This is an optimization exercise on Yosys and OpenROAD, whose aim is small area, a short achievable clock period and few clock cycles per item, not a production implementation.
Only simulation tests tie the RTL to the original design; equivalence was not proved.
No activity file was given, so power comes from the tool's default toggle rates.

Design f16_core, start of the top module:
module f16_core (
    input  wire        clk,
    input  wire        rst,         
    input  wire        step,        
    output wire        ready,       
    output wire        mem_req,
    output wire        mem_we,
    output wire [15:0] mem_addr,
    output wire [7:0]  mem_wdata,
    input  wire        mem_gnt,
    input  wire [7:0]  mem_rdata,
    input  wire [3:0]  dbg_sel,
    output wire [15:0] dbg_data
);
    localparam [3:0] S_IDLE  = 4'd0;    
    localparam [3:0] S_FETCH = 4'd1;    
    localparam [3:0] S_LHI   = 4'd2;    
    localparam [3:0] S_LLO   = 4'd3;    
    localparam [3:0] S_JHI   = 4'd4;    
    localparam [3:0] S_JLO   = 4'd5;    
    localparam [3:0] S_REGS  = 4'd6;    
    localparam [3:0] S_ADD   = 4'd7;    
    localparam [3:0] S_AHI   = 4'd8;    
    localparam [3:0] S_ALO   = 4'd9;    
    localparam [3:0] S_REGD  = 4'd10;   
    localparam [3:0] S_RDD   = 4'd11;   
    localparam [3:0] S_WHI   = 4'd12;   
    localparam [3:0] S_WLO   = 4'd13;   
    localparam [3:0] S_RHI   = 4'd14;   
    localparam [3:0] S_RLO   = 4'd15;   
    localparam [3:0] O_MLR = 4'd0;      
    localparam [3:0] O_MRR = 4'd1;      
    localparam [3:0] O_MRM = 4'd2;      
    localparam [3:0] O_MMR = 4'd3;      
    localparam [3:0] O_ADD = 4'd4;      
    localparam [3:0] O_JNE = 4'd5;      
    localparam [3:0] O_PSL = 4'd6;      
    localparam [3:0] O_PSR = 4'd7;      
    localparam [3:0] O_POP = 4'd8;      
    localparam [3:0] O_CLL = 4'd9;      
    localparam [3:0] O_CLR = 4'd10;     
    localparam [3:0] O_RET = 4'd11;     
    reg  [191:0] xr;                    
    reg  [15:0]  sfs;
    reg  [3:0]   state;
    reg  [3:0]   op;
    reg  [15:0]  t;                     
  ...
Size in the first run: ~2100 cells after synthesis, about 260 flip-flops, roughly 19000 um2 of cells after synthesis.
export LEC_CHECK = 0
export CAP_MARGIN = 5
export CORE_MARGIN = 2
export CORE_UTILIZATION = 50
export SETUP_SLACK_MARGIN = 3.5
export SLEW_MARGIN = 5
create_clock -name core_clock -period 8.0 [get_ports {clk}]
standard.sh (not shown) runs the stock make flow with config.mk's settings and CLKGATE_MAP_FILE= SYNTH_SCRIPT=/design/flow/synth_recipe.tcl, a recipe that flattens the netlist after the stock synthesis.
==> flow/flow/run.sh <==
#!/bin/bash
# Standard layout, with the port buffers made of plain buffers
# (sky130_fd_sc_hd__buf_4) rather than the default choice, and resizing
# free to change a cell's footprint.
set -o pipefail
export BUFFER_PORTS_ARGS="-buffer_cell sky130_fd_sc_hd__buf_4"
bash standard.sh MATCH_CELL_FOOTPRINT=0 finish > standard.log 2>&1
The first run passed the timing, design-rule and antenna checks.
Testbench counts at the start, summed over its fixed seeds: cycles 114,487, instrs 24,000.
==> next run, changes <==
--- a/flow/config.mk
+++ b/flow/config.mk
@@ -8 +8 @@
-export CAP_MARGIN = 5
+export CAP_MARGIN = 10
@@ -11,2 +11,2 @@
-export SETUP_SLACK_MARGIN = 3.5
-export SLEW_MARGIN = 5
+export SETUP_SLACK_MARGIN = 3.2
+export SLEW_MARGIN = 10
Combinational power came out lower by about 1%.
Clock skew stays flat.
Clock-buffer cell count stays the same.
Routed wire length came out lower by about 1.6%.
Utilization came out lower by 1.8 points.
Global-route usage came out lower by 0.63 points.
Die area is unchanged.
Worst setup slack got worse by 260 ps.
Register-to-register slack got worse by 260 ps.
Critical path depth came out higher by 2.


Setup of v51:
Starting RTL as in the previous note.
Settings: LEC_CHECK=0, CAP_MARGIN=5, CORE_MARGIN=2, CORE_UTILIZATION=50, PLACE_DENSITY=0.7, SETUP_SLACK_MARGIN=3.5, SLEW_MARGIN=5; clock period 8.0 ns.
Scripts as last shown in full above: flow/flow/run.sh
Testbench counts of v51, summed over its fixed seeds: cycles 114,487, instrs 24,000.
Modified inputs, v22 compared to v51
diff --git a/flow/config.mk b/flow/config.mk
--- a/flow/config.mk
+++ b/flow/config.mk
@@ -7,7 +7,6 @@
 export LEC_CHECK = 0
-export CAP_MARGIN = 5
+export CAP_MARGIN = 10
 export CORE_MARGIN = 2
 export CORE_UTILIZATION = 50
-export PLACE_DENSITY = 0.7
 export SETUP_SLACK_MARGIN = 3.5
-export SLEW_MARGIN = 5
+export SLEW_MARGIN = 10
Results
From v51 to v22, count of final hold-check violations did not move at all.
Setup slack in v22 is larger than in v51.
Vias after detailed routing: v22 vs v51 down about 3.6%
v22 vs. v51: transition time at the pin with the least slew margin went down by 0.089 ns.
Diff v51 -> v22: first-iteration DRC count decreased by 21% relative to the old numbers, net count after synthesis has remained practically unchanged.
Inputs modified between v22 and v28:
diff --git a/flow/config.mk b/flow/config.mk
--- a/flow/config.mk
+++ b/flow/config.mk
@@ -9,3 +9,3 @@
 export CORE_MARGIN = 2
-export CORE_UTILIZATION = 50
+export CORE_UTILIZATION = 55
 export SETUP_SLACK_MARGIN = 3.5
[summary]
Capturing element of the worst setup path: dbg_data[12] -> v22, dbg_data[3] -> v28. Status: cell area after placement parity (v22, v28). For number of ordinary and repair buffers in the finished layout, dividing the value from v22 by the value from v28 gives 0.929. v28 vs v22 — wire length per cell after detailed routing dropped about 1%. Required time at the endpoint of the critical path across v28 and v22: no real change. [v28] post-placement worst setup slack rose 0.37 ns relative to v22. Hold slack in v28 vs v22: up 0.0060 ns. v28 did not stop at any stage, and its layout met the timing, design-rule and antenna checks. Weighted congestion at the end of routability-driven global placement of v22 is on par with v28. In the metrics for v28 and v22, the one carrying the lower length of the first detailed-routing pass in iterations is v22. v22 -> v28: die area decreased by a little under 10%.

## separate check: timing with driven ports
Ports are ideal in the flow. The routed layouts listed here were re-timed in OpenROAD.
Step 1 assumes that a clkbuf_16 drives the clock port and a buf_2 every other input.
Step 2, shift: input delay + t, output delay - t, t = (earliest + latest rising clock arrival at the registers) / 2. This alone moves slack from input paths to output paths.
Three values: ideal, step 1, step 2; two values: the first two.
| run | t (ns) | setup WS [ns] | worst register clock-pin slew, ns |
|---|---|---|---|
| the first run of note 1 | 0.665 | 3.408 / 3.346 / 2.924 | 0.07 / 0.07 |
| the second run of note 1 | 0.665 | 3.145 / 3.172 / 2.507 | 0.07 / 0.07 |
| v51 | 0.668 | 3.274 / 3.221 / 3.009 | 0.07 / 0.07 |
| v22 | 0.667 | 3.403 / 3.341 / 2.929 | 0.07 / 0.07 |
| v28 | 0.641 | 3.372 / 3.308 / 2.963 | 0.07 / 0.07 |
After both steps setup and hold are still met in every run listed. The setup slack of the second run of note 1, which loses most, moves by +0.027 ns with the drivers and by -0.638 ns with both steps.
